Source: an optimization exercise on an open RTL-to-GDS flow (aim: small area and a short achievable clock period). Production flows keep margins and buffers that such runs may drop. Only simulation tests tie the RTL to the original design; equivalence was not proved. Power is estimated from default activity; no workload was simulated.

## the baseline
// cao_pipe
module cao_pipe (
    input  wire        clk,
    input  wire        rst,           
    input  wire [31:0] last_pc,       
    output wire        imem_en,
    output wire [31:0] imem_addr,
    input  wire [63:0] imem_rdata,
    output wire        dmem_en,
    output wire        dmem_we,
    output wire [11:0] dmem_addr,
    output wire [31:0] dmem_wdata,
    input  wire [31:0] dmem_rdata,
    output wire        halted,
    output wire        faulted,
    output wire [31:0] fault_addr,
    output wire [31:0] cycle_count,
    output wire [31:0] retired_count,
    input  wire [3:0]  dbg_sel,
    output wire [31:0] dbg_data
);
    localparam [31:0] PC_BASE = 32'd4000;
    localparam [3:0] OP_ADD  = 4'd1,  OP_SUB  = 4'd2,  OP_MUL   = 4'd3,
                     OP_AND  = 4'd4,  OP_OR   = 4'd5,  OP_XOR   = 4'd6,
                     OP_MOVC = 4'd7,  OP_LOAD = 4'd8,  OP_STORE = 4'd9,
                     OP_BZ   = 4'd10, OP_BNZ  = 4'd11, OP_JUMP  = 4'd12,
                     OP_HALT = 4'd13;
    function use_a(input [3:0] op);    
        use_a = (op >= OP_ADD && op <= OP_XOR) || op == OP_LOAD ||
                op == OP_STORE || op == OP_JUMP;
    endfunction
    function use_b(input [3:0] op);    
        use_b = (op >= OP_ADD && op <= OP_XOR) || op == OP_STORE;
    endfunction
    function has_dest(input [3:0] op);
        has_dest = (op >= OP_ADD && op <= OP_MOVC) || op == OP_LOAD;
    endfunction
    reg        halted_r, faulted_r;
    reg [31:0] pc;
    reg        zf, zl, f_stall;
    reg [31:0] cyc, ret;
    reg [31:0] x [0:15];
    reg        d_v, d_last;
    reg [3:0]  d_op, d_rd, d_ra, d_rb;
    reg [31:0] d_imm;
    reg        e_v, e_ph, e_last;
    reg [3:0]  e_op, e_rd;
    reg [15:0] e_rah, e_rbh;           
    reg [31:0] e_imm;
    reg        m_v, m_wr, m_ld, m_st, m_mem, m_tk, m_fault, m_term;
    reg [3:0]  m_rd;
    reg [31:0] m_buf, m_cs;
    reg [7-1:0] m_top;              
  ...
Size: about 5000 cells after synthesis, ~860 flip-flops, about 340 I/O pins, roughly 53000 µm² of cells after synthesis.
Settings: LEC_CHECK=0, CAP_MARGIN=20, CELL_PAD_IN_SITES_DETAIL_PLACEMENT=0, CELL_PAD_IN_SITES_GLOBAL_PLACEMENT=1, CORE_MARGIN=2, CORE_UTILIZATION=55, CTS_BUF_LIST=sky130_fd_sc_hd__clkbuf_8, CTS_CLUSTER_SIZE=24, PLACE_DENSITY=0.7, SLEW_MARGIN=20, SETUP_SLACK_MARGIN=5.5, BUFFER_PORTS_ARGS=-buffer_cell sky130_fd_sc_hd__buf_1; clock period 12.0 ns.
standard.sh (not shown) runs the stock make flow with config.mk's settings and CLKGATE_MAP_FILE= SYNTH_SCRIPT=/design/flow/synth_recipe.tcl, a recipe that flattens the netlist after the stock synthesis.
==> flow/flow/run.sh <==
#!/bin/bash
# The standard layout, with two changes to how ORFS optimises it:
#  - the ports are buffered with buf_1 cells instead of ORFS's default pick
#    (a slow delay cell), still one buffer on every input and output port;
#  - repair_timing aims for a setup slack of 5.5 ns instead of 0.
# Synthesis, floorplan, power grid, tap cells, CTS and routing are the standard flow's own
# (standard.sh); the clock and constraints are unchanged.
set -euo pipefail
cat >> config.mk << 'X'
export SETUP_SLACK_MARGIN = 5.5
export BUFFER_PORTS_ARGS = -buffer_cell sky130_fd_sc_hd__buf_1
X
bash standard.sh > standard_make.log 2>&1
--- input diff the baseline..the candidate ---
==> flow/flow/run.sh <==
#!/bin/bash
# The standard layout, with two changes to how ORFS optimises it:
#  - the ports are buffered with buf_2 cells instead of ORFS's default pick
#    (a slow delay cell), still one buffer on every input and output port;
#  - repair_timing aims for a setup slack of 5.5 ns instead of 0.
# Synthesis, floorplan, power grid, tap cells, CTS and routing are the standard flow's own
# (standard.sh); the clock and constraints are unchanged.
set -euo pipefail
cat >> config.mk << 'X'
export SETUP_SLACK_MARGIN = 5.5
export BUFFER_PORTS_ARGS = -buffer_cell sky130_fd_sc_hd__buf_2
X
bash standard.sh > standard_make.log 2>&1
==> flow/config.mk <==
export PLATFORM = sky130hd
export DESIGN_NAME = cao_pipe
export DESIGN_NICKNAME = cao_pipe
export VERILOG_FILES = /design/flow/design.v
export SDC_FILE = /design/flow/constraint.sdc
export NUM_CORES = 4
export LEC_CHECK = 0
export CAP_MARGIN = 20
export CELL_PAD_IN_SITES_DETAIL_PLACEMENT = 1
export CELL_PAD_IN_SITES_GLOBAL_PLACEMENT = 2
export CORE_MARGIN = 2
export CORE_UTILIZATION = 50
export CTS_BUF_LIST = sky130_fd_sc_hd__clkbuf_4
export PLACE_DENSITY = 0.65
export SLEW_MARGIN = 20
export SETUP_SLACK_MARGIN = 5.5
export BUFFER_PORTS_ARGS = -buffer_cell sky130_fd_sc_hd__buf_2
Results
Compared the candidate vs the baseline, and non-clock buffer count in the final layout is up in the candidate. Diff the baseline -> the candidate: sequential share of layout area moved down; core utilization decreased by 4.8 points relative to the old numbers. Number of cells traversed by the worst register-to-register path was higher in the run labelled the baseline. Of the two candidates, the baseline has the better wire length of the first global-routing pass and the candidate the worse one. In the flow results for the candidate and the baseline, the sequential power is larger on the candidate. The candidate improves on the baseline in design internal power. The candidate against the baseline; total number of vias is up by a few percent. Per the comparison of the candidate with the baseline, met1 usage in global routing lost 1.7 points, worst hold slack picked up an extra 0.0058 ns, part of the power in combinational logic lost 2.4 points.

-- static timing again, ports no longer ideal --
No port has a modelled driver above. Below, the same layouts with a new extraction and two added sets of constraints. Step 1: set_driving_cell puts a clkbuf_16 on clk and a buf_2 on each other input, an assumption about the parent block. Step 2 moves the port delays by t, midway between the first and last clock arrival at a register: inputs arrive t later, outputs are due t later. That takes back most of the time a late clock gives input paths. Three values: ideal, step 1, step 2; two values: the first two.
run | t, ns | setup slack, ns | hold slack, ns | clock arrival spread, ns | slew at the worst register clock pin (ns)
the baseline | 0.936 | 5.437 / 5.417 / 5.417 | 0.392 / 0.392 / 0.392 | 0.062 / 0.062 | 0.08 / 0.08
the candidate | 1.249 | 5.473 / 5.446 / 5.446 | 0.398 / 0.398 / 0.398 | 0.075 / 0.075 | 0.09 / 0.09
After both steps setup and hold are still met in every run listed. The setup slack of the candidate, which loses most, moves by -0.027 ns with the drivers and by -0.027 ns with both steps.
